Context: an optimization exercise on an open-source flow, tuned for small area, a short achievable clock period and few clock cycles. The choices shown serve that exercise and are no tape-out recipe. The RTL was checked by simulation tests, not by an equivalence proof against the original design. Power and IR drop assume default switching activity.

### flow/run.sh
#!/bin/bash
# synth_recipe.tcl (not shown) runs the flow's synth.tcl, then flattens the netlist and writes it again
# the make line also repeats each setting of config.mk as NAME=value (left out here)
make -C /OpenROAD-flow-scripts/flow DESIGN_CONFIG=/design/flow/config.mk WORK_HOME=/design/flow/orfs CLKGATE_MAP_FILE= SYNTH_SCRIPT=/design/flow/synth_recipe.tcl finish
### flow/config.mk
export PLATFORM = sky130hd
export DESIGN_NAME = delta_codec
export DESIGN_NICKNAME = delta_codec
export VERILOG_FILES = /design/flow/design.v
export SDC_FILE = /design/flow/constraint.sdc
export NUM_CORES = 4
export LEC_CHECK = 0
export ABC_AREA = 1
export CAP_MARGIN = 20
export CORE_MARGIN = 2
export CORE_UTILIZATION = 40
export CTS_BUF_LIST = sky130_fd_sc_hd__clkbuf_4 sky130_fd_sc_hd__clkbuf_8
export GPL_ROUTABILITY_DRIVEN = 0
export GPL_TIMING_DRIVEN = 0
export SETUP_SLACK_MARGIN = 2.2
export SLEW_MARGIN = 20
### flow/constraint.sdc
create_clock -name core_clock -period 6.0 [get_ports {clk}]
set_input_delay 1.2000 -clock core_clock [delete_from_list [all_inputs] [get_ports {clk}]]
set_output_delay 1.2000 -clock core_clock [all_outputs]
set_load 0.01 [all_outputs]
### flow/design.v
module delta_ctl (
    input  wire [2:0] c,
    input  wire [1:0] ovf,
    input  wire [1:0] unf,
    input  wire       over,       
    input  wire       under,      
    output reg  [2:0] c_next,
    output reg  [1:0] ovf_next,
    output reg  [1:0] unf_next
);
    always @* begin
        c_next   = c;
        ovf_next = (ovf != 2'd0) ? ovf - 2'd1 : 2'd0;
        unf_next = (unf != 2'd0) ? unf - 2'd1 : 2'd0;
        if (over) begin
            if (ovf == 2'd3) begin
                if (c != 3'd7) c_next = c + 3'd1;
                ovf_next = 2'd0;
                unf_next = 2'd0;
            end else begin
                ovf_next = ovf + 2'd1;
            end
        end else if (under) begin
            if (unf == 2'd3) begin
                if (c != 3'd1) c_next = c - 3'd1;
                ovf_next = 2'd0;
                unf_next = 2'd0;
            end else begin
                unf_next = unf + 2'd1;
            end
        end
    end
endmodule
module delta_enc (
    input  wire       clk,
    input  wire       rst,
    input  wire       in_valid,
    output wire       in_ready,
    input  wire [7:0] in_data,
    input  wire       in_last,
    input  wire [3:0] in_cs,
    output wire       out_valid,
    input  wire       out_ready,
    output wire [7:0] out_data,
    output wire       out_last
);
    reg          v1, first1, last1, open;
    reg  [7:0]   c1, d1;
    reg  [2:0]   c;
    reg  [1:0]   ovf, unf;
    reg          term;    
    reg          fin;     
    reg  [31:0]  acc;
    reg  [5:0]   cnt;     
    reg          ov, ol;
    reg  [7:0]   od;
    reg          rdy;     
    assign out_valid = ov;
    assign out_data  = od;
    assign out_last  = ol;
    assign in_ready  = rdy;
    wire [7:0] lt;
    assign lt[0] = (d1 == 8'd0);
    genvar k;
    generate
        for (k = 1; k < 8; k = k + 1) begin : g_lt
            assign lt[k] = (d1[7:k] == {(8-k){1'b0}}) ||
                           ((d1[7:k] == {(8-k){1'b1}}) && (d1[k-1:0] != {k{1'b0}}));
        end
    endgenerate
    wire fits  = lt[c];                        
    wire [7:0] ltm = {lt[6:0], 1'b0};
    wire under = ltm[c];                       
    wire anchor = first1 && !term;
    wire sent   = !anchor && (term || !fits);
    wire [2:0] ce    = anchor ? 3'd7 : c;
    wire [7:0] sentw = 8'd1 << c;              
    wire [7:0] maskw = ~(8'hFE << c);          
    wire [7:0] low   = anchor ? c1 : (sent ? sentw : (d1 & maskw));
    reg  room;
    wire app        = v1 && !fin && room;
    wire consume    = app && (term || !last1);
    wire in_fire    = in_valid && rdy;
    wire [31:0] ysh = (acc << 1) << ce;
    wire [31:0] y   = {ysh[31:8], ysh[7:0] | low};
    wire [31:0] an  = sent ? {y[23:0], c1} : y;
    wire [2:0] c_upd;
    wire [1:0] ovf_upd, unf_upd;
    delta_ctl u_ctl (
        .c(c), .ovf(ovf), .unf(unf), .over(!fits), .under(under),
        .c_next(c_upd), .ovf_next(ovf_upd), .unf_next(unf_upd)
    );
    wire le8      = (cnt[5:4] == 2'd0) && (!cnt[3] || cnt[2:0] == 3'd0);
    wire ge8      = (cnt[5:3] != 3'd0);
    wire free     = !ov || out_ready;
    wire rd_final = fin && le8;
    wire rd       = free && (fin || ge8);
    wire [38:0] xw = {acc[30:0], 8'd0};
    wire [22:0] s4 = cnt[4] ? xw[38:16] : xw[22:0];
    wire [14:0] s3 = cnt[3] ? s4[22:8] : s4[14:0];
    wire [10:0] s2 = cnt[2] ? s3[14:4] : s3[10:0];
    wire [8:0]  s1 = cnt[1] ? s2[10:2] : s2[8:0];
    wire [7:0]  s0 = cnt[0] ? s1[8:1]  : s1[7:0];
    wire [7:0]  rbyte = cnt[5] ? acc[31:24] : s0;
    wire       rdf    = rd && rd_final;
    wire       up8    = app && sent;
    wire       dn8    = rd && !rd_final;
    wire       inc8   = up8 && !dn8;
    wire       dec8   = dn8 && !up8;
    wire [5:0] x      = app ? cnt + {3'd0, ce} + 6'd1 : cnt;
    wire [2:0] xh_p   = x[5:3] + 3'd1;
    wire [2:0] xh_m   = x[5:3] - 3'd1;
    wire [5:0] cnt_n  = rdf  ? 6'd0 :
                        inc8 ? {xh_p, x[2:0]} :
                        dec8 ? {xh_m, x[2:0]} : x;
    wire v1_n     = in_fire || (v1 && !consume);
    wire last1_n  = in_fire ? in_last : last1;
    wire term_n   = app ? (!term && last1) : term;
    wire fin_n    = (app && term) || (fin && !rdf);
    wire [2:0] cb  = (!open || first1 || c == 3'd7) ? 3'd7 : c + 3'd1;
    wire [5:0] thr = 6'd23 - {3'd0, cb};
    wire room_n    = rdf  ? 1'b1 :
                     inc8 ? (x + 6'd8 <= thr) :
                     dec8 ? (x <= thr + 6'd8) : (x <= thr);
    wire rdy_n     = !v1_n || (!fin_n && room_n && (term_n || !last1_n));
    always @(posedge clk) begin
        if (rst) begin
            v1   <= 1'b0;
            open <= 1'b0;
            term <= 1'b0;
            fin  <= 1'b0;
            cnt  <= 6'd0;
            ov   <= 1'b0;
            rdy  <= 1'b1;
            room <= 1'b1;
        end else begin
            room <= room_n;
            v1   <= v1_n;
            term <= term_n;
            fin  <= fin_n;
            cnt  <= cnt_n;
            rdy  <= rdy_n;
            if (in_fire) begin
                c1     <= in_data;
                d1     <= in_data - c1;
                first1 <= !open;
                last1  <= in_last;
                open   <= !in_last;
                if (!open) begin
                    c   <= in_cs[2:0] - 3'd1;
                    ovf <= 2'd0;
                    unf <= 2'd0;
                end
            end
            if (app) begin
                acc <= an;
                if (!anchor && !term) begin
                    c   <= c_upd;
                    ovf <= ovf_upd;
                    unf <= unf_upd;
                end
            end
            if (rd) begin
                ov <= 1'b1;
                od <= rbyte;
                ol <= rd_final;
            end else if (out_ready) begin
                ov <= 1'b0;
            end
        end
    end
endmodule
module delta_dec (
    input  wire       clk,
    input  wire       rst,
    input  wire       in_valid,
    output wire       in_ready,
    input  wire [7:0] in_data,
    input  wire       in_last,
    input  wire [3:0] in_cs,
    output wire       out_valid,
    input  wire       out_ready,
    output wire [7:0] out_data,
    output wire       out_end
);
    localparam [1:0] DS_IDLE  = 2'd0,   
                     DS_ANCH  = 2'd1,   
                     DS_CODE  = 2'd2,   
                     DS_DRAIN = 2'd3;   
    reg [1:0]    st;
    reg [27:0]   acc;       
    reg [4:0]    cnt;       
    reg [2:0]    c;         
    reg [1:0]    ovf, unf;
    reg          seen_last;
    reg          ov, oe;
    reg [7:0]    od;        
    reg          rdy;       
    assign out_valid = ov;
    assign out_data  = od;
    assign out_end   = oe;
    assign in_ready  = rdy;
    wire [43:0] x  = {acc, 16'd0};
    wire [30:0] s4 = cnt[4] ? {3'd0, x[43:16]} : x[30:0];
    wire [22:0] s3 = cnt[3] ? s4[30:8] : s4[22:0];
    wire [18:0] s2 = cnt[2] ? s3[22:4] : s3[18:0];
    wire [16:0] s1 = cnt[1] ? s2[18:2] : s2[16:0];
    wire [15:0] win = cnt[0] ? s1[16:1] : s1[15:0];
    wire [7:0]  t   = win[15:8];
    wire [7:0] zr;    
    wire [7:0] zr2;   
    assign zr[0]  = 1'b1;
    assign zr2[0] = 1'b1;
    assign zr2[1] = 1'b1;
    genvar j;
    generate
        for (j = 1; j < 8; j = j + 1) begin : g_zr
            assign zr[j] = zr[j-1] & ~t[7-j];
        end
        for (j = 2; j < 8; j = j + 1) begin : g_zr2
            assign zr2[j] = zr2[j-1] & ~t[7-j];
        end
    endgenerate
    wire       anch    = (st == DS_ANCH);
    wire       parsing = (st == DS_ANCH) || (st == DS_CODE);
    wire       is_sent = !anch && t[7] && zr[c];
    wire       under   = (t[7] == t[6]) & ~(t[7] & zr2[c]);
    wire [2:0] k  = ~c;
    wire [14:0] v  = {{7{t[7]}}, t};
    wire [10:0] v2 = k[2] ? v[14:4] : v[10:0];
    wire [8:0]  v1 = k[1] ? v2[10:2] : v2[8:0];
    wire [7:0]  sd = k[0] ? v1[8:1] : v1[7:0];
    wire [10:0] u2 = k[2] ? win[14:4] : win[10:0];
    wire [8:0]  u1 = k[1] ? u2[10:2] : u2[8:0];
    wire [7:0]  raw = k[0] ? u1[8:1] : u1[7:0];
    wire [7:0] recon = od + sd;
    wire [2:0] ce      = anch ? 3'd7 : c;
    wire [5:0] diff    = {1'b0, cnt} - {3'd0, ce} - 6'd1;
    wire       hc      = !diff[5];
    wire       hc8     = !diff[5] && (diff[4:3] != 2'd0);
    wire       have    = is_sent ? hc8 : hc;
    wire       out_free = !ov || out_ready;
    wire       step    = parsing && out_free && have;
    wire       exhaust = parsing && out_free && !have && seen_last;
    wire       term    = step && is_sent && (raw == od);
    wire       ending  = term || exhaust;
    wire       in_fire = in_valid && rdy;
    wire [2:0] c_upd;
    wire [1:0] ovf_upd, unf_upd;
    delta_ctl u_ctl (
        .c(c), .ovf(ovf), .unf(unf), .over(is_sent), .under(under),
        .c_next(c_upd), .ovf_next(ovf_upd), .unf_next(unf_upd)
    );
    wire       dn8    = step && is_sent;
    wire       inc8   = in_fire && !dn8;
    wire       dec8   = dn8 && !in_fire;
    wire [4:0] ya     = cnt;
    wire [4:0] yb     = diff[4:0];
    wire [1:0] ya_p   = ya[4:3] + 2'd1;
    wire [1:0] ya_m   = ya[4:3] - 2'd1;
    wire [1:0] yb_p   = yb[4:3] + 2'd1;
    wire [1:0] yb_m   = yb[4:3] - 2'd1;
    wire [4:0] cnt_na = inc8 ? {ya_p, ya[2:0]} : (dec8 ? {ya_m, ya[2:0]} : ya);
    wire [4:0] cnt_nb = inc8 ? {yb_p, yb[2:0]} : (dec8 ? {yb_m, yb[2:0]} : yb);
    wire [4:0] cnt_n  = step ? cnt_nb : cnt_na;
    wire       lea    = inc8 ? (ya <= 5'd12) : (dec8 ? 1'b1 : (ya <= 5'd20));
    wire       leb    = inc8 ? (yb <= 5'd12) : (dec8 ? 1'b1 : (yb <= 5'd20));
    wire       le20_c = step ? leb : lea;
    reg  [1:0] st_n;
    reg  [4:0] cnt_nx;
    reg        sl_n;
    always @* begin
        st_n   = st;
        cnt_nx = cnt;
        sl_n   = seen_last;
        case (st)
            DS_IDLE: if (in_fire) begin
                st_n   = DS_ANCH;
                cnt_nx = 5'd8;
                sl_n   = in_last;
            end
            DS_DRAIN: if (in_fire && in_last) st_n = DS_IDLE;
            default: begin
                if (ending) begin
                    st_n   = (seen_last || (in_fire && in_last)) ? DS_IDLE : DS_DRAIN;
                    cnt_nx = 5'd0;
                    sl_n   = 1'b0;
                end else begin
                    cnt_nx = cnt_n;
                    if (in_fire) sl_n = in_last;
                    if (step && anch) st_n = DS_CODE;
                end
            end
        endcase
    end
    wire le20_n = !parsing || ending || le20_c;
    wire rdy_n  = (st_n == DS_IDLE) || (st_n == DS_DRAIN) || (!sl_n && le20_n);
    always @(posedge clk) begin
        if (rst) begin
            st        <= DS_IDLE;
            cnt       <= 5'd0;
            seen_last <= 1'b0;
            ov        <= 1'b0;
            rdy       <= 1'b1;
        end else begin
            st        <= st_n;
            cnt       <= cnt_nx;
            seen_last <= sl_n;
            rdy       <= rdy_n;
            if (in_fire)
                acc <= {acc[19:0], in_data};
            if (st == DS_IDLE && in_fire) begin
                c   <= in_cs[2:0] - 3'd1;
                ovf <= 2'd0;
                unf <= 2'd0;
            end
            if (ending) begin
                ov <= 1'b1;
                oe <= 1'b1;
            end else if (step) begin
                ov <= 1'b1;
                oe <= 1'b0;
                if (anch) begin
                    od <= t;
                end else begin
                    od  <= is_sent ? raw : recon;
                    c   <= c_upd;
                    ovf <= ovf_upd;
                    unf <= unf_upd;
                end
            end else if (out_ready) begin
                ov <= 1'b0;
            end
        end
    end
endmodule
module delta_codec (
    input  wire       clk,
    input  wire       rst,
    input  wire       enc_in_valid,
    output wire       enc_in_ready,
    input  wire [7:0] enc_in_data,
    input  wire       enc_in_last,
    input  wire [3:0] enc_in_cs,
    output wire       enc_out_valid,
    input  wire       enc_out_ready,
    output wire [7:0] enc_out_data,
    output wire       enc_out_last,
    input  wire       dec_in_valid,
    output wire       dec_in_ready,
    input  wire [7:0] dec_in_data,
    input  wire       dec_in_last,
    input  wire [3:0] dec_in_cs,
    output wire       dec_out_valid,
    input  wire       dec_out_ready,
    output wire [7:0] dec_out_data,
    output wire       dec_out_end
);
    delta_enc u_enc (
        .clk(clk), .rst(rst),
        .in_valid(enc_in_valid), .in_ready(enc_in_ready), .in_data(enc_in_data),
        .in_last(enc_in_last), .in_cs(enc_in_cs),
        .out_valid(enc_out_valid), .out_ready(enc_out_ready), .out_data(enc_out_data),
        .out_last(enc_out_last)
    );
    delta_dec u_dec (
        .clk(clk), .rst(rst),
        .in_valid(dec_in_valid), .in_ready(dec_in_ready), .in_data(dec_in_data),
        .in_last(dec_in_last), .in_cs(dec_in_cs),
        .out_valid(dec_out_valid), .out_ready(dec_out_ready), .out_data(dec_out_data),
        .out_end(dec_out_end)
    );
endmodule
==> results of run 1 <==
worst max-delay path, delay by kind of cell, from the launching register on:
kind | cells | cell delay [ns]
fa+ha+maj | 3 | 0.89
simple gates | 6 | 0.87
compound gates | 3 | 0.73
buf+inv | 3 | 0.68
flops | 1 | 0.43
sequential cells by signal, summed over array words and instances (netlist names), 3 cells and up:
name	cells
u_enc.d1	8
u_enc.od	8
u_enc.c	3
u_dec.acc	28
u_dec.c	3
u_enc.cnt	6
u_enc.acc	32
u_dec.cnt	5
u_dec.od	8
u_enc.c1	8
layout by cell type, fill, tap and decap left out, types with 12 or more instances in the layout:
master           count
inv_1              178
edfxtp_1           110
o21ai_1             17
dfxtp_1             18
clkbuf_8            17
buf_4               19
o211ai_1            12
xor2_1              13
nor2_1              87
o22ai_1             12
ha_1                55
nand3_1            228
clkdlybuf4s50_1     51
nand2_1            379
clkbuf_1            32
o21ai_0            195
a21oi_1             57
what timing repair did:
item / in CTS / in global routing
pin swaps: 1 / 15
setup buffers: 2 / 13
setup endpoints to repair: 35 / 30
gates resized for setup: 38 / 72
gates cloned: 0 / 0
layout make-up:
cell class | count | area, um2
buffer | 71 | 378
clock buffer | 19 | 249
clock inverter | 13 | 228
fill | 2893 | 14600
inverter | 197 | 748
multi-input combinational | 1199 | 6500
sequential | 133 | 3770
tap | 378 | 473
timing repair buffer | 69 | 687
routing by layer:
layer	vias to the layer above	part of all wire, %	wire [um]
li1	5626	-	-
met2	435	42	13900
met4	0	2.6	862
met1	5161	49	16400
met3	68	6.6	2190
met5	-	0	0
how the worst min path moves through the flow:
stage                        from             to  cells past startpoint
floorplan           u_dec.acc[16]  u_dec.acc[24]                      0
CTS                 u_dec.acc[19]  u_dec.acc[27]                      0
finish              u_dec.acc[19]  u_dec.acc[27]                      0
global placement    u_dec.acc[17]  u_dec.acc[25]                      0
global route        u_dec.acc[19]  u_dec.acc[27]                      0
detailed placement  u_dec.acc[19]  u_dec.acc[27]                      0
power breakdown:
group          internal [mW]  leakage (nW)  switching (mW)  total, mW
sequential              1.30          1.22           0.132       1.43
combinational           1.40          4.17            2.54       3.95
clock                  0.547         0.239           0.399      0.946
Yosys cell counts (all sizes together), types with 9 or more instances:
master | number | area (um2)
nand4 | 12 | 81.3
ha | 57 | 713
edfxtp | 110 | 3300
xor2 | 16 | 140
a31oi | 9 | 62.6
nor2 | 98 | 378
nand2 | 386 | 1460
o21ai | 218 | 1100
or2 | 11 | 68.8
o22ai | 12 | 75.1
dfxtp | 23 | 460
buf | 22 | 124
a21oi | 60 | 300
o211ai | 12 | 90.1
inv | 191 | 719
nand3 | 237 | 1240
clkbuf | 49 | 184
logic make-up (layout without fill, tap and decap cells):
kind of cell,Yosys count,count (layout),synth area share [%]
AOI/OAI and AO/OA,352,352,17.7
xor gates and xnor gates,23,23,1.81
adders and majority gates,61,61,7.13
buffers and inverters,268,369,9.43
DFF,133,133,33.8
muxes,4,4,0.360
and+or+nand+nor,759,759,29.8
==> results.py, run 1 <==
metrics = {
    "route": {
        "dr.pass1.iters": 6,
        "drt_iter0_markers": 1151,
        "routed_wl_mm": 33.3,
        "drc": 0,
        "wl_per_cell_um": 16.0,
        "dr_total_vias": 11300,
        "ant_nets": 0,
        "viasPerCell": 5.43,
    },
    "placement": {
        "postPlaceCellArea_um2": 12200,
        "hpwlAfterDp_mm": 25.4,
        "dp.cells": 2032,
        "dp_slack_ns": 1.54,
        "portBuffers": 51,
    },
    "cts": {
        "clockRootBuffer": "clkbuf_8",
        "cts-buffers-inserted": 17,
        "worstSkewPairLatency_ns": 0.47,
        "path_clk_slew_ns": 0.09,
        "ctsHoldBuffers": 0,
        "cts_tree": "yes",
        "cts_buffer_depth": 2,
        "numClockSinks": 133,
        "htreeDepth": 4,
    },
    "logic_synthesis": {
        "synthArstFlopShare_pct": 0,
        "ys_seq_elements": 133,
        "synth_cells": 1600,
        "synth_nets": 1693,
        "synth_cell_types": 58,
        "syn_area_per_cell_um2": 6.96,
        "yosysWarnings": 3,
        "synth_top_flop_cell": "edfxtp_1",
        "syn_area_um2": 11100,
        "yosysSeqAreaShare_pct": 33.8,
        "synth_edf_count": 110,
    },
    "worst_setup_path": {
        "r2r_slack_ns": 2.33,
        "cp-end-kind": "register",
        "r2r_start": "u_enc.c[0]",
        "reg2regPathDepth": 15,
        "timing.rr.end": "u_enc.rdy",
        "start_kind": "register",
        "worst-setup-path-type": "reg -> reg",
        "crit_path_cell_trace": "buf_2, nor2_4, buf_4, clkbuf_4, ha_1, fa_1, or2_2, nand2_1, ha_1, a21oi_2, nor2_1, o311a_1, o21ai_2, nand3_1, nand2_1",
        "worstPathMaxFanout": 10,
        "crit_start": "u_enc.c[0]",
        "required_ns": 6.40,
        "cp_data_arrival_time_ns": 4.07,
        "slowest_stage": "edfxtp_1",
        "slowest_delay_ns": 0.43,
        "crit_end": "u_enc.rdy",
    },
    "pwr": {
        "power.density_cell_area_nw_per_um2": 485,
        "power_leakage_nw": 5.63,
        "peakVddDrop_uv": 291,
        "power_mw": 6.32,
    },
    "min_path": {
        "hold_class": "reg -> reg",
    },
    "grt": {
        "top_usage_layer": "met1",
        "grtUsageTotal_pct": 22.8,
        "use_met2_pct": 33.6,
        "grt_pass1_vias": 10300,
        "grt_overflow_total": 0,
        "grt_max_degree": 29,
        "gr-usage-met3_pct": 3.10,
        "grtUsageMet1_pct": 33.9,
        "antenna_found_initial": 0,
        "grt_pass1_wl_mm": 53.0,
    },
    "sta": {
        "fin_crit_sh_pct": 61.1,
        "worst_pin_slew_ns": 1.01,
        "fmax_mhz": 273,
        "rsz0062_at_grt": "no",
        "tns_ns": 0,
        "max_slew_margin_pct": 32.8,
        "finalSetupViolations": 0,
        "min_period_ns": 3.67,
        "hold_viol_final": 0,
        "hold_slack_ns": 0.449,
        "finalMaxSlewViolations": 0,
        "setup_slack_ns": 2.33,
        "skew_ns": 0.0232,
    },
    "final_layout": {
        "num_antenna_cells": 0,
        "areaGrowthSynthToFinish_pct": 17.1,
        "final_core_util_pct": 47.2,
        "final_area_um2": 13000,
        "layout-drive-gt1-share_pct": 9.47,
        "final_nets": 1781,
        "final_cells": 2079,
    },
    "die": {
        "die_w_um": 171,
        "die_area_um2": 29200,
        "rows": 61,
        "dieHeight_um": 171,
        "start_util_pct": 40.3,
        "io_pins": 54,
        "core_area_um2": 27600,
    },
    "run": {
        "maxCapViolCount": 0,
    },
    "status": {
        "outcome": "finished clean",
    },
}
Testbench counts, summed over its fixed seeds: cycles 20,445.
==> inputs of run 2 (changes only) <==
==> flow/config.mk (replaced) <==
export PLATFORM = sky130hd
export DESIGN_NAME = delta_codec
export DESIGN_NICKNAME = delta_codec
export VERILOG_FILES = /design/flow/design.v
export SDC_FILE = /design/flow/constraint.sdc
export NUM_CORES = 4
export LEC_CHECK = 0
export ABC_AREA = 0
export CAP_MARGIN = 20
export CORE_MARGIN = 2
export CORE_UTILIZATION = 40
export CTS_BUF_LIST = sky130_fd_sc_hd__clkbuf_4 sky130_fd_sc_hd__clkbuf_8
export SETUP_SLACK_MARGIN = 2.35
export SLEW_MARGIN = 20
==> run 2 against run 1 <==
Still clean on timing, DRC and antenna; register-to-register slack lost 0.59 ns; maximum frequency shrank 14%; worst hold slack improved by 0.028 ns; synthesized cell count shrank 17%; routed wire length grew 4.3%; critical path type unchanged; highest routed layer unchanged.
==> results.py, run 2 <==
metrics = {
    "sta": {
        "rsz0062_at_grt": "yes",
        "hold_viol_final": 0,
        "finalSetupViolations": 0,
        "skew_ns": 0.0243,
        "worst_pin_slew_ns": 1.03,
        "fmax_mhz": 235,
        "hold_slack_ns": 0.477,
        "tns_ns": 0,
        "fin_crit_sh_pct": 71.0,
        "max_slew_margin_pct": 31.2,
        "finalMaxSlewViolations": 0,
        "min_period_ns": 4.26,
    },
    "run": {
        "maxCapViolCount": 0,
    },
    "placement": {
        "gp_congestion": 0.892,
        "portBuffers": 51,
        "postPlaceCellArea_um2": 12800,
        "hpwlAfterDp_mm": 23.7,
    },
    "logic_synthesis": {
        "synth_top_cell_by_area": "edfxtp_1",
        "synthArstFlopShare_pct": 0,
        "synth_top_flop_cell": "edfxtp_1",
        "synth_top_area_share_pct": 27.9,
        "yosys-top-cells-count": "nand2_1, mux2i_1, nor2_1, edfxtp_1, a21oi_1",
        "synthMuxAreaShare_pct": 15.9,
        "synth_top_family_by_area": "compound AO/OA/AOI/OAI gates",
        "yosysSeqAreaShare_pct": 31.8,
        "yosysMostFrequentCell": "nand2_1",
        "yosysWarnings": 3,
        "synth_xor_area_share_pct": 2.44,
        "synth_cell_types": 93,
        "synthAdderAreaFrac_pct": 7.03,
        "synth.area.top_cells": "edfxtp_1, mux2i_1, ha_1",
        "syn_area_um2": 11900,
        "synth_cells": 1330,
        "ys_seq_elements": 133,
        "synthSimpleGateAreaFrac_pct": 17.4,
        "synth_compound_area_share_pct": 20.5,
        "synth_edf_count": 110,
        "syn_area_per_cell_um2": 8.91,
        "synth_nets": 1423,
    },
    "status": {
        "outcome": "finished clean",
    },
    "route": {
        "ant_nets": 0,
        "dr.pass1.iters": 5,
        "drt_iter0_markers": 1062,
        "routed_wl_mm": 34.8,
        "viasPerCell": 5.87,
        "drc": 0,
        "dr_total_vias": 10700,
        "wl_per_cell_um": 19.1,
    },
    "final_layout": {
        "final_cell_mix": "nand2_1, mux2i_1, nor2_1, edfxtp_1, a21oi_1",
        "areaGrowthSynthToFinish_pct": 19.8,
        "max_flop_register": "u_enc.acc",
        "largest_reg_flops": 32,
        "final_area_um2": 14200,
        "layout-drive-gt1-share_pct": 18.7,
        "final_core_util_pct": 48.3,
        "reg.largest.list": "u_enc.acc: 32 flops, u_dec.acc: 28 flops",
        "final_nets": 1508,
        "final_common_cell": "nand2_1",
        "num_antenna_cells": 0,
    },
    "grt": {
        "grt_pass1_wl_mm": 55.6,
        "antenna_found_initial": 0,
        "gr-usage-met3_pct": 4.05,
        "grt_pass1_vias": 10100,
        "grtUsageTotal_pct": 22.5,
        "use_met2_pct": 34.0,
        "grtUsageMet1_pct": 32.5,
        "grt_max_degree": 33,
        "grt_overflow_total": 0,
        "top_usage_layer": "met2",
    },
    "die": {
        "core_area_um2": 29400,
        "io_pins": 54,
        "die_w_um": 176,
        "dieHeight_um": 176,
        "die_area_um2": 31000,
        "start_util_pct": 40.3,
        "rows": 63,
    },
    "cts": {
        "cts_tree": "yes",
        "worstSkewPairLatency_ns": 0.49,
        "htreeDepth": 4,
        "clockRootBuffer": "clkbuf_8",
        "cts_buffer_depth": 2,
        "path_clk_slew_ns": 0.10,
        "numClockSinks": 133,
        "cts-buffers-inserted": 17,
    },
    "worst_setup_path": {
        "start_kind": "register",
        "cp-end-kind": "register",
        "worst-setup-path-type": "reg -> reg",
        "required_ns": 6.23,
        "worstPathMaxFanout": 7,
        "cp_data_arrival_time_ns": 4.49,
    },
    "pwr": {
        "peakVddDrop_uv": 119,
        "power_leakage_nw": 5.44,
        "power.density_cell_area_nw_per_um2": 353,
    },
    "min_path": {
        "hold_class": "reg -> reg",
    },
}
[run 2: cell count changes after synthesis, sizes merged, moves of 24 or more]
cell | before | now
nand2 | 386 | 131
inv | 191 | 56
mux2i | 4 | 129
a211oi | 2 | 28
nor2 | 98 | 122
a21oi | 60 | 99
nand3 | 237 | 27
mux2 | 0 | 26
o21ai | 218 | 85
[run 2: layout make-up]
class | instances | area [um2]
Fill cell | 2766 | 15200
Tap cell | 390 | 488
Inverter | 59 | 228
Clock buffer | 18 | 241
Sequential cell | 133 | 3780
Clock inverter | 14 | 163
Multi-Input combinational cell | 1060 | 7940
Timing Repair Buffer | 144 | 1360
[run 2: power by group]
group,switching (mW),internal [mW]
combinational,1.56,1.20
clock,0.434,0.386
sequential,0.194,1.23
total,2.19,2.83
[run 2: path summary, 6_finish.rpt]
path                                 endpoint  slack (ns)     startpoint  cells past startpoint
worst max-delay path              u_dec.od[7]        1.74   u_dec.cnt[4]                     20
worst min-delay path            u_dec.acc[27]        0.48  u_dec.acc[19]                      0
worst max register to register    u_dec.od[7]        1.74   u_dec.cnt[4]                     20
worst min register to register  u_dec.acc[27]        0.48  u_dec.acc[19]                      0
[run 2: critical path, cell delays in order, from the launching register on]
cell and delay [ns]:
dfxtp_4 0.41, buf_6 0.14, mux2i_4 0.18, mux4_2 0.53
a22o_1 0.20, a221o_2 0.35, mux4_2 0.50, nor2_2 0.13
a21oi_2 0.05, inv_1 0.07, ha_1 0.22, a21o_1 0.18
a21oi_2 0.14, o21bai_1 0.09, a21oi_2 0.15, o21bai_1 0.08
a21oi_1 0.17, xnor2_1 0.18, nor2_1 0.07, nor2_1 0.09
o22ai_1 0.08
[run 2: cell families (layout without fill, tap and decap cells)]
family | Yosys count | in the layout
AND/OR/NAND/NOR | 426 | 428
XOR/XNOR | 33 | 33
AO/OA/AOI/OAI | 365 | 365
multiplexers | 168 | 169
flip-flops | 133 | 133
adder cells (fa/ha/maj) | 65 | 65
buffers and inverters | 140 | 235
[run 2: per-layer routing]
| layer | routed length (um) | vias to the layer above |
|---|---|---|
| li1 | - | 5156 |
| met3 | 1890 | 49 |
| met2 | 15500 | 323 |
| met5 | 0 | - |
| met4 | 696 | 0 |
| met1 | 16700 | 5150 |
[run 2: through the flow]
step | worst slack [ns] | total power, mW | cells
CTS | 1.74 | 4.92 | 1805
global route | 1.54 | 5.38 | 1818
floorplan | 1.87 | 3.30 | 1330
detailed placement | 1.05 | 3.86 | 1712
global placement | 1.11 | 3.83 | 1712
finish | 1.74 | 5.01 | 1818
[run 2: repair_timing]
item / CTS / global route
pin swaps: 29 / 20
cloned: 5 / 0
setup buffers: 56 / 13
setup endpoints to repair: 61 / 62
hold buffers: 0 / 0
resized for setup: 58 / 35
==> inputs of run 3 (changes only) <==
--- a/flow/config.mk
+++ b/flow/config.mk
@@ -5,10 +5,10 @@
 export SDC_FILE = /design/flow/constraint.sdc
 export NUM_CORES = 4
 export LEC_CHECK = 0
-export ABC_AREA = 0
+export ABC_AREA = 1
 export CAP_MARGIN = 20
 export CORE_MARGIN = 2
-export CORE_UTILIZATION = 40
+export CORE_UTILIZATION = 50
 export CTS_BUF_LIST = sky130_fd_sc_hd__clkbuf_4 sky130_fd_sc_hd__clkbuf_8
 export SETUP_SLACK_MARGIN = 2.35
 export SLEW_MARGIN = 20
==> run 3 against run 2 <==
Still clean on timing, DRC and antenna; global-route usage grew 4.3 points; area after synthesis is 6.1% lower; worst hold slack got worse by 0.011 ns; critical path type unchanged; largest cell class unchanged.
==> results.py, run 3 <==
metrics = {
    "status": {
        "outcome": "finished clean",
    },
    "final_layout": {
        "multiInputGateArea_um2": 6630,
        "final_common_cell": "nand2_1",
        "reg.largest.list": "u_enc.acc: 32 flops, u_dec.acc: 28 flops",
        "fillCellCount": 2078,
        "register_area_um2": 3780,
        "areaGrowthSynthToFinish_pct": 17.6,
        "num_antenna_cells": 0,
        "max_flop_register": "u_enc.acc",
        "final_nets": 1756,
        "final_core_util_pct": 60.0,
        "layout-drive-gt1-share_pct": 12.4,
        "largest_reg_flops": 32,
        "final_cell_mix": "nand2_1, nand3_1, o21ai_0, inv_1, edfxtp_1",
    },
    "placement": {
        "hpwlAfterDp_mm": 22.5,
        "gp_congestion": 0.901,
        "dp_slack_ns": 1.49,
        "portBuffers": 51,
    },
    "logic_synthesis": {
        "synth_nets": 1693,
        "synthArstFlopShare_pct": 0,
        "synth_cells": 1600,
        "yosys-top-cells-count": "nand2_1, nand3_1, o21ai_0, inv_1, edfxtp_1",
        "synth_top_area_share_pct": 29.7,
        "yosysSeqAreaShare_pct": 33.8,
        "syn_area_um2": 11100,
        "syn_area_per_cell_um2": 6.96,
        "synth_top_flop_cell": "edfxtp_1",
        "synth_cell_types": 58,
        "synth_edf_count": 110,
        "yosysWarnings": 3,
        "yosysMostFrequentCell": "nand2_1",
        "synth.area.top_cells": "edfxtp_1, nand2_1, nand3_1",
        "synth_top_cell_by_area": "edfxtp_1",
        "ys_seq_elements": 133,
    },
    "route": {
        "dr.pass1.iters": 6,
        "wl_per_cell_um": 16.7,
        "routed_wl_mm": 32.6,
        "wl_met3_mm": 2.85,
        "viasPerCell": 5.73,
        "wl_met2_mm": 13.6,
        "drt_iter0_markers": 1291,
        "dr_total_vias": 11200,
        "routedLengthMet1_mm": 15.7,
        "maxUsedRoutingLayer": "met4",
        "ant_nets": 0,
        "drc": 0,
    },
    "grt": {
        "grt_max_degree": 49,
        "grt_overflow_total": 0,
        "antenna_found_initial": 0,
        "grt_pass1_wl_mm": 51.4,
        "grt_pass1_vias": 9886,
        "grtUsageTotal_pct": 26.8,
    },
    "cts": {
        "cts-buffers-inserted": 17,
        "cts_buffer_depth": 2,
        "path_clk_slew_ns": 0.09,
        "ctsHoldBuffers": 0,
        "htreeDepth": 4,
        "worstSkewPairLatency_ns": 0.46,
        "cts_tree": "yes",
        "clockRootBuffer": "clkbuf_8",
        "numClockSinks": 133,
    },
    "pwr": {
        "power_mw": 6.41,
        "power_leakage_nw": 5.70,
        "power.density_cell_area_nw_per_um2": 489,
        "peakVddDrop_uv": 208,
    },
    "sta": {
        "max_slew_margin_pct": 41.4,
        "worst_pin_slew_ns": 0.876,
        "skew_ns": 0.0133,
        "fin_crit_sh_pct": 58.4,
        "finalSetupViolations": 0,
        "fmax_mhz": 285,
        "tns_ns": 0,
        "min_period_ns": 3.50,
        "rsz0062_at_grt": "yes",
        "finalMaxSlewViolations": 0,
        "setup_slack_ns": 2.50,
        "hold_viol_final": 0,
        "hold_slack_ns": 0.467,
    },
    "die": {
        "io_pins": 54,
        "start_util_pct": 51.0,
        "rows": 54,
        "core_area_um2": 21800,
        "die_w_um": 153,
        "die_area_um2": 23500,
        "dieHeight_um": 153,
    },
    "worst_setup_path": {
        "reg2regPathDepth": 24,
        "slowest_delay_ns": 0.39,
        "start_kind": "register",
        "r2r_start": "u_dec.cnt[4]",
        "crit_start": "u_dec.cnt[4]",
        "slowest_stage": "dfxtp_4",
        "worstPathMaxFanout": 17,
        "required_ns": 6.22,
        "worst_path_most_repeated_cell": "nand2_1",
        "worst-setup-path-type": "reg -> reg",
        "cp_data_arrival_time_ns": 3.73,
        "cp-end-kind": "register",
        "crit_path_cell_trace": "buf_12, inv_16, nand2_1, nand3_1, nand3_1, nand3_1, nand3_2, nand2_1, o21ai_2, nand2_1, nand2_1, nand2_1, o21ai_1, ha_1, a21oi_2, nand2_2, a21oi_2, o21bai_1, nand2_1, nand2_1, a21oi_2, xor2_1, o21ai_1, o21ai_1",
    },
    "min_path": {
        "holdCritStartpoint": "u_dec.acc[19]",
        "hold_class": "reg -> reg",
        "min_delay_path_depth": 0,
    },
    "run": {
        "maxCapViolCount": 0,
    },
}
-- run 3: final timing paths --
path | end | slack [ns]
worst max-delay path | u_dec.od[7] | 2.50
worst min-delay path | u_dec.acc[27] | 0.47
worst max register to register | u_dec.od[7] | 2.50
worst min register to register | u_dec.acc[27] | 0.47
-- run 3: kinds of logic (layout without fill, tap and decap cells) --
family	count (synthesis)	in the layout	synth area share, %
flops	133	133	33.8
mux	4	4	0.360
buf+inv	268	343	9.43
simple gates	759	759	29.8
compound gates	352	352	17.7
xor+xnor	23	23	1.81
fa+ha+maj	61	61	7.13
-- run 3: report_power, final --
group	internal [mW]	switching, mW
Combinational	1.53	2.51
Sequential	1.30	0.196
Clock	0.456	0.414
Total	3.28	3.13
-- run 3: through the flow --
stage | std cells | area (um2)
finish | 1955 | 13100
detailed placement | 1871 | 11800
CTS | 1921 | 12500
global placement | 1871 | 11800
global route | 1955 | 13100
floorplan | 1600 | 11100
-- run 3: layout make-up --
class,count,area share [%]
Timing Repair inverter,2,0.0956
Tap cell,280,2.68
Clock inverter,14,1.54
Timing Repair Buffer,113,8.37
Sequential cell,133,28.9
Clock buffer,17,1.79
Multi-Input combinational cell,1199,50.6
Inverter,197,6.02
-- run 3: what timing repair did --
item,4_1_cts,5_1_grt
buffers inserted,17,29
resized for setup,29,91
gates cloned,2,5
pin swaps,4,17
endpoints found under the setup margin,40,31
-- run 3: critical path: cells and delay by family, from the launching register on --
family	cells	cell delay, ns
buffers and inverters	2	0.24
xor gates and xnor gates	1	0.09
and+or+nand+nor	12	1.26
AOI/OAI and AO/OA	8	0.89
adders and majority gates	1	0.36
DFF	1	0.39
-- run 3: routing by layer --
| metal | vias to the layer above | track usage (%) |
|---|---|---|
| met1 | 5136 | 41.7 |
| met5 | - | 0 |
| met3 | 34 | 4.51 |
| li1 | 5560 | - |
| met4 | 0 | 5.91 |
| met2 | 469 | 38.9 |
==> inputs of run 4 (changes only) <==
--- a/flow/config.mk
+++ b/flow/config.mk
@@ -12,3 +12,4 @@
 export CTS_BUF_LIST = sky130_fd_sc_hd__clkbuf_4 sky130_fd_sc_hd__clkbuf_8
 export SETUP_SLACK_MARGIN = 2.35
 export SLEW_MARGIN = 20
+export TNS_END_PERCENT = 30
==> run 4 against run 3 <==
Clock skew about the same; die area unchanged; clock-buffer cell count unchanged; setup slack got worse by 0.071 ns; combinational power increased by 3%; utilization increased by 1.2 points; non-clock buffer count increased by 11; critical path depth increased by 3; sequential power about the same; largest power group unchanged; highest routed layer unchanged.
==> results.py, run 4 <==
metrics = {
    "route": {
        "viasPerCell": 5.76,
        "wl_met2_mm": 13.9,
        "maxUsedRoutingLayer": "met4",
        "routed_wl_mm": 32.8,
        "drt_iter0_markers": 1117,
        "ant_nets": 0,
        "wl_per_cell_um": 16.7,
        "drc": 0,
        "dr_total_vias": 11300,
        "routedLengthMet1_mm": 15.7,
        "dr.pass1.iters": 6,
        "wl_met3_mm": 2.79,
    },
    "final_layout": {
        "fillCellCount": 2045,
        "reg.largest.list": "u_enc.acc: 32 flops, u_dec.acc: 28 flops",
        "final_common_cell": "nand2_1",
        "max_flop_register": "u_enc.acc",
        "areaGrowthSynthToFinish_pct": 19.9,
        "final_cells": 1966,
        "final_nets": 1767,
        "largest_reg_flops": 32,
        "final_cell_mix": "nand2_1, o21ai_0, nand3_1, inv_1, edfxtp_1",
        "num_antenna_cells": 0,
        "layout-drive-gt1-share_pct": 14.4,
    },
    "logic_synthesis": {
        "yosysMostFrequentCell": "nand2_1",
        "yosysWarnings": 3,
        "synth_top_cell_by_area": "edfxtp_1",
        "synth_nets": 1693,
        "yosysSeqAreaShare_pct": 33.8,
        "yosys-top-cells-count": "nand2_1, nand3_1, o21ai_0, inv_1, edfxtp_1",
        "synth_top_area_share_pct": 29.7,
        "synth.area.top_cells": "edfxtp_1, nand2_1, nand3_1",
        "syn_area_um2": 11100,
        "synth_cells": 1600,
        "synth_top_flop_cell": "edfxtp_1",
        "synth_cell_types": 58,
        "syn_area_per_cell_um2": 6.96,
        "synth_edf_count": 110,
        "synthArstFlopShare_pct": 0,
        "ys_seq_elements": 133,
    },
    "worst_setup_path": {
        "slowest_stage": "dfxtp_4",
        "r2r_slack_ns": 2.42,
        "worst-setup-path-type": "reg -> reg",
        "slowest_delay_ns": 0.38,
        "cp_data_arrival_time_ns": 3.79,
        "start_kind": "register",
        "cp-end-kind": "register",
        "reg2regPathDepth": 27,
        "r2r_start": "u_dec.cnt[4]",
        "required_ns": 6.22,
        "worst_path_most_repeated_cell": "nand2_1",
        "path_buf_inv": 3,
        "cp_top_family": "compound AO/OA/AOI/OAI gates",
        "timing.rr.end": "u_dec.od[7]",
        "worstPathMaxFanout": 5,
    },
    "cts": {
        "clockRootBuffer": "clkbuf_8",
        "cts_buffer_depth": 2,
        "htreeDepth": 4,
        "numClockSinks": 133,
        "cts-buffers-inserted": 17,
        "worstSkewPairLatency_ns": 0.46,
        "cts_tree": "yes",
        "path_clk_slew_ns": 0.09,
    },
    "pwr": {
        "peakVddDrop_uv": 216,
        "power_leakage_nw": 5.81,
        "power.density_cell_area_nw_per_um2": 489,
        "power_mw": 6.53,
    },
    "sta": {
        "rsz0062_at_grt": "yes",
        "hold_slack_ns": 0.466,
        "finalSetupViolations": 0,
        "fin_crit_sh_pct": 59.6,
        "setup_slack_ns": 2.42,
        "fmax_mhz": 280,
        "hold_viol_final": 0,
        "worst_pin_slew_ns": 0.875,
        "finalMaxSlewViolations": 0,
        "max_slew_margin_pct": 41.5,
        "tns_ns": 0,
        "skew_ns": 0.0130,
        "min_period_ns": 3.58,
    },
    "placement": {
        "dp.cells": 1871,
        "gp_congestion": 0.901,
        "portBuffers": 51,
        "hpwlAfterDp_mm": 22.5,
        "dp_slack_ns": 1.49,
    },
    "grt": {
        "grt_overflow_total": 0,
        "grt_pass1_vias": 9875,
        "grt_max_degree": 49,
        "grt_pass1_wl_mm": 51.3,
        "antenna_found_initial": 0,
        "grtUsageTotal_pct": 26.7,
    },
    "status": {
        "outcome": "finished clean",
    },
    "die": {
        "dieHeight_um": 153,
        "io_pins": 54,
        "core_area_um2": 21800,
        "start_util_pct": 51.0,
        "rows": 54,
        "die_area_um2": 23500,
        "die_w_um": 153,
    },
    "min_path": {
        "holdCritStartpoint": "u_dec.acc[19]",
        "hold_class": "reg -> reg",
        "min_to": "u_dec.acc[27]",
        "min_delay_path_depth": 0,
    },
    "run": {
        "maxCapViolCount": 0,
    },
}
run 4: cell families (layout without fill, tap and decap cells):
kind of cell | count (synthesis) | in the layout | share of synthesized area (%)
xor gates and xnor gates | 23 | 23 | 1.81
adders and majority gates | 61 | 61 | 7.13
AOI/OAI and AO/OA | 352 | 352 | 17.7
muxes | 4 | 4 | 0.360
DFF | 133 | 133 | 33.8
and+or+nand+nor | 759 | 759 | 29.8
buffers and inverters | 268 | 354 | 9.43
run 4: layer usage:
layer / vias to the layer above / global-route usage, %
met5: - / 0
met4: 0 / 6.00
met3: 37 / 4.51
met2: 473 / 38.8
met1: 5217 / 41.5
li1: 5588 / -
run 4: per-stage QoR:
stage / utilization (%) / area (um2)
6_report: 61.2 / 13400
5_1_grt: 61.2 / 13400
4_1_cts: 57.0 / 12400
3_5_place_dp: 54.0 / 11800
3_3_place_gp: 54.0 / 11800
2_1_floorplan: - / 11100
run 4: area by class of cell:
type	instances	area, um2	area share, %
clock inverters	14	201	1.51
flip-flops and latches	133	3780	28.3
repair inverters	2	12.5	0.0937
inverters	197	801	6.00
multi-input cells	1199	6780	50.8
clock buffers	17	234	1.75
well taps	280	350	2.62
repair buffers	124	1190	8.95
run 4: worst register-to-register path: stages, from the launching register on:
cell and delay, ns:
dfxtp_4 0.38, buf_4 0.15, clkbuf_16 0.15, nand2_1 0.06, nand2_1 0.06, nand2_1 0.08
nand3_2 0.09, nand3_1 0.11, nand3_2 0.12, o21ai_4 0.14, nor2_4 0.07, inv_2 0.09
o21ai_2 0.07, nand2_1 0.08, nand2_1 0.10, nand2_1 0.07, o21ai_1 0.06, ha_1 0.37
a21oi_2 0.19, nand2_2 0.08, a21oi_1 0.14, o21bai_1 0.11, nand2_1 0.07, nand2_1 0.06
a21oi_2 0.16, xor2_1 0.09, o21ai_1 0.13, o21ai_1 0.06
run 4: timing repair:
item	CTS	global route
hold buffers	0	0
pin swaps	3	31
gates resized for setup	28	124
cloned	2	5
setup endpoints to repair	40	41
setup buffers	15	42
run 4: worst max-delay path by stage:
stage,start,end,slack (ns),cells past startpoint
after floorplan,u_dec.c[0],u_dec.c[0],2.48,19
after global placement,u_dec.cnt[2],u_dec.od[7],1.54,24
after detailed placement,u_enc.term,u_enc.room,1.49,21
after CTS,u_dec.c[0],u_dec.c[1],2.28,17
after global routing,u_dec.cnt[4],u_dec.od[7],2.17,27
final,u_dec.cnt[4],u_dec.od[7],2.42,27
run 4: power breakdown:
| part | switching [mW] | leakage, nW | internal, mW |
|---|---|---|---|
| Sequential | 0.194 | 1.22 | 1.30 |
| Combinational | 2.57 | 4.38 | 1.60 |
| Clock | 0.413 | 0.213 | 0.456 |
| Total | 3.18 | 5.81 | 3.35 |
==> inputs of run 5 (changes only) <==
--- a/flow/config.mk
+++ b/flow/config.mk
@@ -8,8 +8,7 @@
 export ABC_AREA = 1
 export CAP_MARGIN = 20
 export CORE_MARGIN = 2
-export CORE_UTILIZATION = 50
+export CORE_UTILIZATION = 55
 export CTS_BUF_LIST = sky130_fd_sc_hd__clkbuf_4 sky130_fd_sc_hd__clkbuf_8
 export SETUP_SLACK_MARGIN = 2.35
 export SLEW_MARGIN = 20
-export TNS_END_PERCENT = 30
==> run 5 against run 4 <==
Still clean on timing, DRC and antenna; utilization grew 4.3 points; setup slack improved by 0.044 ns; flip-flop and latch count stayed put; total power fell by 2.6%; non-clock buffer count is 5 lower; die area shrank 8.9%; routed wire length fell by 3.3%; area after synthesis stayed put; register-to-register slack improved by 0.04 ns; highest routed layer unchanged.
==> results.py, run 5 <==
metrics = {
    "status": {
        "outcome": "finished clean",
    },
    "grt": {
        "grt_pass1_wl_mm": 50.6,
        "antenna_found_initial": 0,
        "grtUsageTotal_pct": 29.1,
        "grt_max_degree": 49,
        "grt_pass1_vias": 9901,
        "grt_overflow_total": 0,
    },
    "final_layout": {
        "final_common_cell": "nand2_1",
        "areaGrowthSynthToFinish_pct": 17.9,
        "layout-drive-gt1-share_pct": 13.4,
        "largest_reg_flops": 32,
        "max_flop_register": "u_enc.acc",
        "register_area_um2": 3770,
        "multiInputGateArea_um2": 6690,
        "final_nets": 1764,
        "final_area_um2": 13100,
        "final_core_util_pct": 65.5,
        "fillCellCount": 1917,
        "reg.largest.list": "u_enc.acc: 32 flops, u_dec.acc: 28 flops",
        "final_cell_mix": "nand2_1, nand3_1, o21ai_0, inv_1, edfxtp_1",
        "num_antenna_cells": 0,
    },
    "logic_synthesis": {
        "synth_cell_types": 58,
        "yosysWarnings": 3,
        "synth.area.top_cells": "edfxtp_1, nand2_1, nand3_1",
        "synth_top_flop_cell": "edfxtp_1",
        "yosys-top-cells-count": "nand2_1, nand3_1, o21ai_0, inv_1, edfxtp_1",
        "syn_area_um2": 11100,
        "synth_top_cell_by_area": "edfxtp_1",
        "syn_area_per_cell_um2": 6.96,
        "synthArstFlopShare_pct": 0,
        "synth_edf_count": 110,
        "yosysMostFrequentCell": "nand2_1",
        "synth_top_area_share_pct": 29.7,
        "ys_seq_elements": 133,
        "synth_cells": 1600,
        "yosysSeqAreaShare_pct": 33.8,
        "synth_nets": 1693,
    },
    "die": {
        "die_area_um2": 21400,
        "rows": 52,
        "dieHeight_um": 146,
        "die_w_um": 146,
        "io_pins": 54,
        "core_area_um2": 20000,
        "start_util_pct": 55.6,
    },
    "sta": {
        "finalSetupViolations": 0,
        "fin_crit_sh_pct": 58.9,
        "rsz0062_at_grt": "yes",
        "skew_ns": 0.0320,
        "max_slew_margin_pct": 43.4,
        "worst_pin_slew_ns": 0.846,
        "hold_viol_final": 0,
        "fmax_mhz": 283,
        "min_period_ns": 3.53,
        "tns_ns": 0,
        "finalMaxSlewViolations": 0,
    },
    "route": {
        "viasPerCell": 5.80,
        "drt_iter0_markers": 1206,
        "dr_total_vias": 11300,
        "dr.pass1.iters": 6,
        "drc": 0,
        "ant_nets": 0,
        "wl_per_cell_um": 16.3,
        "routed_wl_mm": 31.7,
    },
    "worst_setup_path": {
        "required_ns": 6.21,
        "worst_path_most_repeated_cell": "o21ai_1",
        "slowest_stage": "dfxtp_4",
        "timing.rr.end": "u_dec.od[7]",
        "crit_start": "u_dec.cnt[4]",
        "cp_top_family": "compound AO/OA/AOI/OAI gates",
        "cp-end-kind": "register",
        "crit_end": "u_dec.od[7]",
        "slowest_delay_ns": 0.42,
        "path_buf_inv": 3,
        "critical_path_depth": 24,
        "r2r_start": "u_dec.cnt[4]",
        "r2r_slack_ns": 2.47,
        "cp_data_arrival_time_ns": 3.74,
        "start_kind": "register",
        "reg2regPathDepth": 24,
        "worstPathMaxFanout": 6,
        "crit_path_cell_trace": "buf_12, buf_4, nand2_1, nand3_2, nand3_1, nand3_2, nand2_2, o21ai_4, nor2_4, inv_2, o21ai_2, o21ai_1, o21ai_1, ha_1, a21oi_2, nand2_2, a21oi_2, o21bai_1, nand2_1, nand2_2, a21oi_2, xor2_1, o21ai_1, o21ai_1",
        "worst-setup-path-type": "reg -> reg",
    },
    "run": {
        "maxCapViolCount": 0,
    },
    "pwr": {
        "p_int_mw": 3.24,
        "clock_power_share_pct": 13.1,
        "peakVddDrop_uv": 222,
        "p_sw_mw": 3.12,
        "power_leakage_nw": 5.70,
        "power.share.switching_pct": 49.0,
        "p_comb_share_pct": 63.7,
        "power.density_cell_area_nw_per_um2": 485,
        "pwr-share-seq_pct": 23.3,
    },
    "placement": {
        "postPlaceCellArea_um2": 11800,
        "gp_congestion": 0.935,
        "hpwlAfterDp_mm": 22.1,
        "portBuffers": 51,
    },
    "min_path": {
        "hold_class": "reg -> reg",
        "holdCritStartpoint": "u_dec.acc[18]",
    },
    "cts": {
        "ctsHoldBuffers": 0,
        "cts_tree": "yes",
        "clockRootBuffer": "clkbuf_8",
        "worstSkewPairLatency_ns": 0.48,
        "cts-buffers-inserted": 17,
        "cts_buffer_depth": 2,
        "numClockSinks": 133,
        "htreeDepth": 4,
        "path_clk_slew_ns": 0.11,
    },
}
run 5: timing repair:
action / CTS / global route
gates cloned: 4 / 3
pin swaps: 4 / 25
buffers inserted: 17 / 34
gates resized for setup: 30 / 100
endpoints found under the setup margin: 39 / 30
run 5: how the worst min path moves through the flow:
stage | to | slack [ns] | cells past startpoint
global placement | u_dec.acc[24] | 0.43 | 0
global route | u_dec.acc[27] | 0.49 | 0
detailed placement | u_dec.acc[26] | 0.44 | 0
finish | u_dec.acc[26] | 0.46 | 0
floorplan | u_dec.acc[24] | 0.43 | 0
CTS | u_dec.acc[26] | 0.46 | 0
run 5: cell families (layout without fill, tap and decap cells):
| group | count (synthesis) | after routing | share of synthesized area [%] |
|---|---|---|---|
| AO/OA/AOI/OAI | 352 | 352 | 17.7 |
| XOR/XNOR | 23 | 23 | 1.81 |
| adder cells (fa/ha/maj) | 61 | 61 | 7.13 |
| buffers and inverters | 268 | 351 | 9.43 |
| flip-flops | 133 | 133 | 33.8 |
| multiplexers | 4 | 4 | 0.360 |
| AND/OR/NAND/NOR | 759 | 759 | 29.8 |
run 5: area by class of cell:
class | instances | share of cell area, %
multi-input cells | 1199 | 50.9
flip-flops and latches | 133 | 28.7
repair buffers | 119 | 8.51
inverters | 197 | 5.89
well taps | 270 | 2.57
clock buffers | 17 | 1.78
clock inverters | 14 | 1.35
repair inverters | 4 | 0.191
run 5: through the flow:
step	std cells	hold slack [ns]	setup slack (ns)	power (mW)
2_1_floorplan	1600	0.426	2.48	4.07
3_3_place_gp	1864	0.430	1.56	4.84
3_5_place_dp	1864	0.438	1.49	4.89
4_1_cts	1916	0.460	2.31	5.88
5_1_grt	1953	0.489	2.28	6.92
6_report	1953	0.462	2.47	6.36
run 5: per-layer routing:
| metal | GRT usage (%) | up-vias | wire (um) |
|---|---|---|---|
| met3 | 5.25 | 43 | 2690 |
| met4 | 7.04 | 0 | 460 |
| met1 | 45.6 | 5209 | 15200 |
| met5 | 0 | - | 0 |
| li1 | - | 5601 | - |
| met2 | 41.4 | 470 | 13400 |
run 5: power groups by stage:
stage	clock (mW)	combinational [mW]	sequential [mW]
final	0.830	4.05	1.48
after global routing	0.874	4.54	1.50
after CTS	0.836	3.57	1.47
after detailed placement	0	3.38	1.51
after global placement	0	3.33	1.51
after floorplan	0	2.65	1.42
run 5: worst register-to-register path, delay by kind of cell, from the launching register on:
| family | cells | cell delay [ns] |
|---|---|---|
| buf+inv | 3 | 0.35 |
| compound gates | 10 | 1.34 |
| simple gates | 9 | 0.70 |
| xor+xnor | 1 | 0.08 |
| fa+ha+maj | 1 | 0.38 |
| flops | 1 | 0.42 |
==> inputs of run 6 (changes only) <==
--- a/flow/config.mk
+++ b/flow/config.mk
@@ -8,7 +8,7 @@
 export ABC_AREA = 1
 export CAP_MARGIN = 20
 export CORE_MARGIN = 2
-export CORE_UTILIZATION = 55
+export CORE_UTILIZATION = 50
 export CTS_BUF_LIST = sky130_fd_sc_hd__clkbuf_4 sky130_fd_sc_hd__clkbuf_8
-export SETUP_SLACK_MARGIN = 2.35
+export SETUP_SLACK_MARGIN = 2.25
 export SLEW_MARGIN = 20
==> run 6 against run 5 <==
First-iteration DRC count is 13% lower; sequential share of layout area is 0.33 points higher; combinational power is 4% lower; synthesized cell count stayed put; total power is 0.47% lower; critical path type unchanged.
==> results.py, run 6 <==
metrics = {
    "logic_synthesis": {
        "synth_top_area_share_pct": 29.7,
        "synth_nets": 1693,
        "synth_edf_count": 110,
        "syn_area_per_cell_um2": 6.96,
        "synth_xor_area_share_pct": 1.81,
        "synthAdderAreaFrac_pct": 7.13,
        "synth_top_flop_cell": "edfxtp_1",
        "ys_seq_elements": 133,
        "synthMuxAreaShare_pct": 0.360,
        "yosysWarnings": 3,
        "synthArstFlopShare_pct": 0,
        "yosysSeqAreaShare_pct": 33.8,
        "yosys-top-cells-count": "nand2_1, nand3_1, o21ai_0, inv_1, edfxtp_1",
        "synth.area.top_cells": "edfxtp_1, nand2_1, nand3_1",
        "synth_cells": 1600,
        "yosysMostFrequentCell": "nand2_1",
        "synth_cell_types": 58,
        "synth_compound_area_share_pct": 17.7,
        "synth_top_family_by_area": "simple AND/OR/NAND/NOR gates",
        "synth_top_cell_by_area": "edfxtp_1",
        "syn_area_um2": 11100,
        "synthSimpleGateAreaFrac_pct": 29.8,
    },
    "route": {
        "viasPerCell": 5.63,
        "routedLengthMet1_mm": 16.3,
        "wl_met2_mm": 13.5,
        "routed_wl_mm": 32.5,
        "dr_total_vias": 11000,
        "drc": 0,
        "drt_iter0_markers": 1055,
        "wl_met3_mm": 2.18,
        "wl_per_cell_um": 16.6,
        "ant_nets": 0,
        "dr.pass1.iters": 7,
        "maxUsedRoutingLayer": "met4",
    },
    "die": {
        "die_w_um": 153,
        "start_util_pct": 51.0,
        "rows": 54,
        "dieHeight_um": 153,
        "io_pins": 54,
        "die_area_um2": 23500,
        "core_area_um2": 21800,
    },
    "sta": {
        "skew_ns": 0.0192,
        "rsz0062_at_grt": "yes",
        "worst_pin_slew_ns": 0.808,
        "fin_crit_sh_pct": 58.9,
        "hold_viol_final": 0,
        "finalMaxSlewViolations": 0,
        "finalSetupViolations": 0,
        "fmax_mhz": 283,
        "max_slew_margin_pct": 45.9,
        "min_period_ns": 3.53,
        "tns_ns": 0,
    },
    "final_layout": {
        "final_common_cell": "nand2_1",
        "max_flop_register": "u_enc.acc",
        "final_nets": 1753,
        "final_cell_mix": "nand2_1, nand3_1, o21ai_0, inv_1, edfxtp_1",
        "final_area_um2": 13000,
        "layout-drive-gt1-share_pct": 11.3,
        "areaGrowthSynthToFinish_pct": 16.5,
        "largest_reg_flops": 32,
        "final_core_util_pct": 59.4,
        "reg.largest.list": "u_enc.acc: 32 flops, u_dec.acc: 28 flops",
        "num_antenna_cells": 0,
        "fillCellCount": 2084,
    },
    "worst_setup_path": {
        "cp_data_arrival_time_ns": 3.75,
        "slowest_delay_ns": 0.37,
        "reg2regPathDepth": 25,
        "worst_path_most_repeated_cell": "nand2_1",
        "worstPathMaxFanout": 23,
        "required_ns": 6.22,
        "r2r_start": "u_dec.cnt[3]",
        "r2r_slack_ns": 2.47,
        "start_kind": "register",
        "worst-setup-path-type": "reg -> reg",
        "path_buf_inv": 3,
        "slowest_stage": "ha_1",
        "cp-end-kind": "register",
        "timing.rr.end": "u_dec.od[7]",
        "cp_top_family": "simple AND/OR/NAND/NOR gates",
    },
    "pwr": {
        "p_int_mw": 3.27,
        "power.density_cell_area_nw_per_um2": 488,
        "power.share.switching_pct": 48.4,
        "clock_power_share_pct": 15.2,
        "p_comb_share_pct": 61.4,
        "p_sw_mw": 3.06,
        "power_mw": 6.33,
        "pwr-share-seq_pct": 23.3,
        "power_leakage_nw": 5.67,
        "peakVddDrop_uv": 279,
    },
    "min_path": {
        "min_to": "u_dec.acc[25]",
        "hold_class": "reg -> reg",
        "holdCritStartpoint": "u_dec.acc[17]",
        "min_delay_path_depth": 0,
    },
    "grt": {
        "grt_overflow_total": 0,
        "grt_max_degree": 50,
        "antenna_found_initial": 0,
        "grtUsageTotal_pct": 26.8,
        "grt_pass1_vias": 9844,
        "grt_pass1_wl_mm": 51.2,
    },
    "cts": {
        "clockRootBuffer": "clkbuf_8",
        "cts_buffer_depth": 2,
        "worstSkewPairLatency_ns": 0.47,
        "path_clk_slew_ns": 0.09,
        "cts-buffers-inserted": 17,
        "numClockSinks": 133,
        "cts_tree": "yes",
        "htreeDepth": 4,
    },
    "placement": {
        "hpwlAfterDp_mm": 22.5,
        "postPlaceCellArea_um2": 11800,
        "gp_congestion": 0.893,
        "portBuffers": 51,
    },
    "status": {
        "outcome": "finished clean",
    },
    "run": {
        "maxCapViolCount": 0,
    },
}
==> run 6: final cells by class <==
type / instances / area [um2] / area share [%]
Multi-Input combinational cell: 1199 / 6550 / 50.5
Clock inverter: 14 / 246 / 1.90
Timing Repair Buffer: 108 / 1020 / 7.86
Timing Repair inverter: 4 / 25.0 / 0.193
Inverter: 197 / 772 / 5.95
Tap cell: 280 / 350 / 2.70
Clock buffer: 18 / 241 / 1.86
Sequential cell: 133 / 3770 / 29.1
==> run 6: worst max-delay path by stage <==
stage	from	end	cells after the start
2_1_floorplan	u_dec.c[0]	u_dec.od[0]	15
6_report	u_dec.cnt[3]	u_dec.od[7]	25
5_1_grt	u_dec.cnt[3]	u_dec.od[7]	25
3_3_place_gp	u_dec.cnt[2]	u_dec.od[7]	24
3_5_place_dp	u_dec.cnt[2]	u_dec.od[7]	24
4_1_cts	u_dec.cnt[4]	u_dec.od[7]	27
==> run 6: power groups by stage <==
stage | clock network, mW | registers, mW | logic, mW
after floorplan | 0 | 1.42 | 2.65
after global placement | 0 | 1.50 | 3.39
after detailed placement | 0 | 1.50 | 3.42
after CTS | 0.980 | 1.48 | 3.53
after global routing | 1.01 | 1.50 | 4.40
final | 0.965 | 1.48 | 3.89
==> run 6: cell families (layout without fill, tap and decap cells) <==
| logic type | count (synthesis) | after routing |
|---|---|---|
| AOI/OAI and AO/OA | 352 | 352 |
| xor gates and xnor gates | 23 | 23 |
| adders and majority gates | 61 | 61 |
| buffers and inverters | 268 | 341 |
| DFF | 133 | 133 |
| muxes | 4 | 4 |
| and+or+nand+nor | 759 | 759 |
==> run 6: per-stage QoR <==
step           instances  worst slack (ns)  hold slack, ns
2_1_floorplan       1600              2.30           0.426
3_3_place_gp        1877              1.58           0.436
3_5_place_dp        1877              1.56           0.435
4_1_cts             1919              2.23           0.459
5_1_grt             1953              2.15           0.475
6_report            1953              2.47           0.466
==> run 6: repair_timing <==
item	4_1_cts	5_1_grt
hold buffers	0	0
resized for setup	21	79
setup buffers	7	30
pin swaps	2	13
setup endpoints to repair	21	23
cloned	3	4
==> run 6: metal layers <==
metal | global-route usage [%] | vias up
li1 | - | 5560
met1 | 42.3 | 5001
met2 | 38.2 | 405
met3 | 4.59 | 34
met4 | 5.56 | 0
met5 | 0 | -
==> inputs of run 7 (changes only) <==
--- a/flow/config.mk
+++ b/flow/config.mk
@@ -8,7 +8,9 @@
 export ABC_AREA = 1
 export CAP_MARGIN = 20
 export CORE_MARGIN = 2
-export CORE_UTILIZATION = 50
-export CTS_BUF_LIST = sky130_fd_sc_hd__clkbuf_4 sky130_fd_sc_hd__clkbuf_8
-export SETUP_SLACK_MARGIN = 2.25
+export CORE_UTILIZATION = 40
+export CTS_BUF_LIST = sky130_fd_sc_hd__clkbuf_8
+export CTS_CLUSTER_DIAMETER = 60
+export CTS_CLUSTER_SIZE = 24
+export SETUP_SLACK_MARGIN = 2.2
 export SLEW_MARGIN = 20
==> run 7 against run 6 <==
Still clean; maximum frequency shrank 5.1%; via count is 0.70% higher; global-route usage down 5.2 points; setup slack got worse by 0.19 ns; sequential share of layout area up 0.11 points; final cell count increased by 5.1%; critical path depth decreased by 1; clock skew decreased by 0.00065 ns; critical endpoint is now u_dec.od[6]; largest power group unchanged; highest routed layer unchanged.
==> results.py, run 7 <==
metrics = {
    "final_layout": {
        "multiInputGateArea_um2": 6440,
        "max_flop_register": "u_enc.acc",
        "final_core_util_pct": 46.8,
        "areaGrowthSynthToFinish_pct": 16.1,
        "largest_reg_flops": 32,
        "reg.largest.list": "u_enc.acc: 32 flops, u_dec.acc: 28 flops",
        "final_cell_mix": "nand2_1, nand3_1, o21ai_0, inv_1, edfxtp_1",
        "register_area_um2": 3770,
        "num_antenna_cells": 0,
    },
    "cts": {
        "cts_buffer_depth": 2,
        "numClockSinks": 133,
        "htreeDepth": 4,
        "path_clk_slew_ns": 0.09,
        "worstSkewPairLatency_ns": 0.46,
        "cts_tree": "yes",
        "clockRootBuffer": "clkbuf_8",
    },
    "sta": {
        "max_slew_margin_pct": 45.0,
        "rsz0062_at_grt": "yes",
        "worst_pin_slew_ns": 0.822,
        "fmax_mhz": 269,
        "min_period_ns": 3.72,
        "hold_viol_final": 0,
        "skew_ns": 0.0185,
    },
    "worst_setup_path": {
        "slowest_delay_ns": 0.41,
        "worstPathMaxFanout": 17,
        "cp_data_arrival_time_ns": 3.93,
        "worst-setup-path-type": "reg -> reg",
        "cp-end-kind": "register",
        "slowest_stage": "fa_1",
    },
    "logic_synthesis": {
        "synth_top_flop_cell": "edfxtp_1",
        "synth_edf_count": 110,
        "synthArstFlopShare_pct": 0,
        "synth_top_area_share_pct": 29.7,
        "synth_top_cell_by_area": "edfxtp_1",
        "synthAdderAreaFrac_pct": 7.13,
        "yosys-top-cells-count": "nand2_1, nand3_1, o21ai_0, inv_1, edfxtp_1",
        "syn_area_um2": 11100,
        "yosysSeqAreaShare_pct": 33.8,
        "synthSimpleGateAreaFrac_pct": 29.8,
        "syn_area_per_cell_um2": 6.96,
        "synth_nets": 1693,
        "ys_seq_elements": 133,
        "synth_xor_area_share_pct": 1.81,
        "synth_compound_area_share_pct": 17.7,
        "synth_cells": 1600,
    },
    "grt": {
        "grtUsageTotal_pct": 21.7,
        "grtUsageMet1_pct": 33.1,
        "grt_pass1_vias": 9800,
        "grt_max_degree": 50,
        "gr-usage-met3_pct": 2.59,
        "grt_pass1_wl_mm": 50.7,
    },
    "route": {
        "dr.pass1.iters": 6,
        "ant_nets": 0,
        "dr_total_vias": 11100,
        "drt_iter0_markers": 1171,
        "routed_wl_mm": 32.0,
        "drc": 0,
        "wl_per_cell_um": 15.6,
    },
    "status": {
        "outcome": "finished clean",
    },
    "die": {
        "dieHeight_um": 171,
        "core_area_um2": 27600,
        "die_w_um": 171,
        "die_area_um2": 29200,
    },
    "placement": {
        "portBuffers": 51,
        "dp_slack_ns": 1.46,
        "hpwlAfterDp_mm": 22.5,
        "postPlaceCellArea_um2": 11900,
    },
    "run": {
        "maxCapViolCount": 0,
    },
    "min_path": {
        "hold_class": "reg -> reg",
    },
    "pwr": {
        "power.density_cell_area_nw_per_um2": 478,
        "power_leakage_nw": 5.58,
    },
}
[run 7: cell counts after synthesis]
No cell type changed its count.
[run 7: cells by family (layout without fill, tap and decap cells)]
family / count (synthesis) / in the layout
XOR/XNOR: 23 / 23
buffers and inverters: 268 / 342
AO/OA/AOI/OAI: 352 / 352
adder cells (fa/ha/maj): 61 / 61
AND/OR/NAND/NOR: 759 / 759
flip-flops: 133 / 133
multiplexers: 4 / 4
[run 7: report_power, final]
group | leakage [nW] | internal [mW] | switching, mW
Sequential | 1.22 | 1.29 | 0.180
Combinational | 4.14 | 1.41 | 2.42
Clock | 0.220 | 0.474 | 0.403
Total | 5.58 | 3.18 | 3.00
[run 7: timing repair]
item	4_1_cts	5_1_grt
gates cloned	4	3
endpoints found under the setup margin	23	35
pin swaps	2	13
resized for setup	22	37
setup buffers	6	34
hold buffers	0	0
[run 7: worst paths after layout]
kind                                 endpoint  cells after the start     startpoint  slack, ns
worst min-delay path            u_dec.acc[25]                      0  u_dec.acc[17]       0.46
worst max register to register    u_dec.od[6]                     24   u_dec.cnt[4]       2.28
worst min register to register  u_dec.acc[25]                      0  u_dec.acc[17]       0.46
worst max-delay path              u_dec.od[6]                     24   u_dec.cnt[4]       2.28
[run 7: cell type report]
| cell class | instances | area share (%) |
|---|---|---|
| repair buffers | 108 | 7.72 |
| clock buffers | 19 | 2.02 |
| multi-input cells | 1199 | 49.8 |
| well taps | 378 | 3.66 |
| clock inverters | 13 | 1.38 |
| inverters | 197 | 5.94 |
| repair inverters | 5 | 0.271 |
| flip-flops and latches | 133 | 29.2 |
[run 7: routing by layer]
metal	up-vias	routed length (um)
met5	-	0
met4	0	534
met3	43	1800
met2	356	13600
met1	5110	16100
li1	5568	-
[run 7: critical path: cells and delay by family (launching register included)]
family | cells | cell delay [ns]
flops | 1 | 0.37
compound gates | 9 | 1.14
simple gates | 8 | 0.77
buf+inv | 4 | 0.40
fa+ha+maj | 2 | 0.63
xor+xnor | 1 | 0.15
[run 7: per-stage QoR]
stage | hold WS, ns | std cells
floorplan | 0.426 | 1600
global placement | 0.434 | 1973
detailed placement | 0.442 | 1973
CTS | 0.460 | 2015
global route | 0.471 | 2052
finish | 0.457 | 2052

Re-timed with assumed drivers on the ports (clkbuf_16 on the clock, buf_2 on other inputs), run 7 has 2.276 ns of setup slack against 2.276 ns with ideal ports, and 2.276 ns once port delays also move by the mid clock arrival of 0.495 ns.
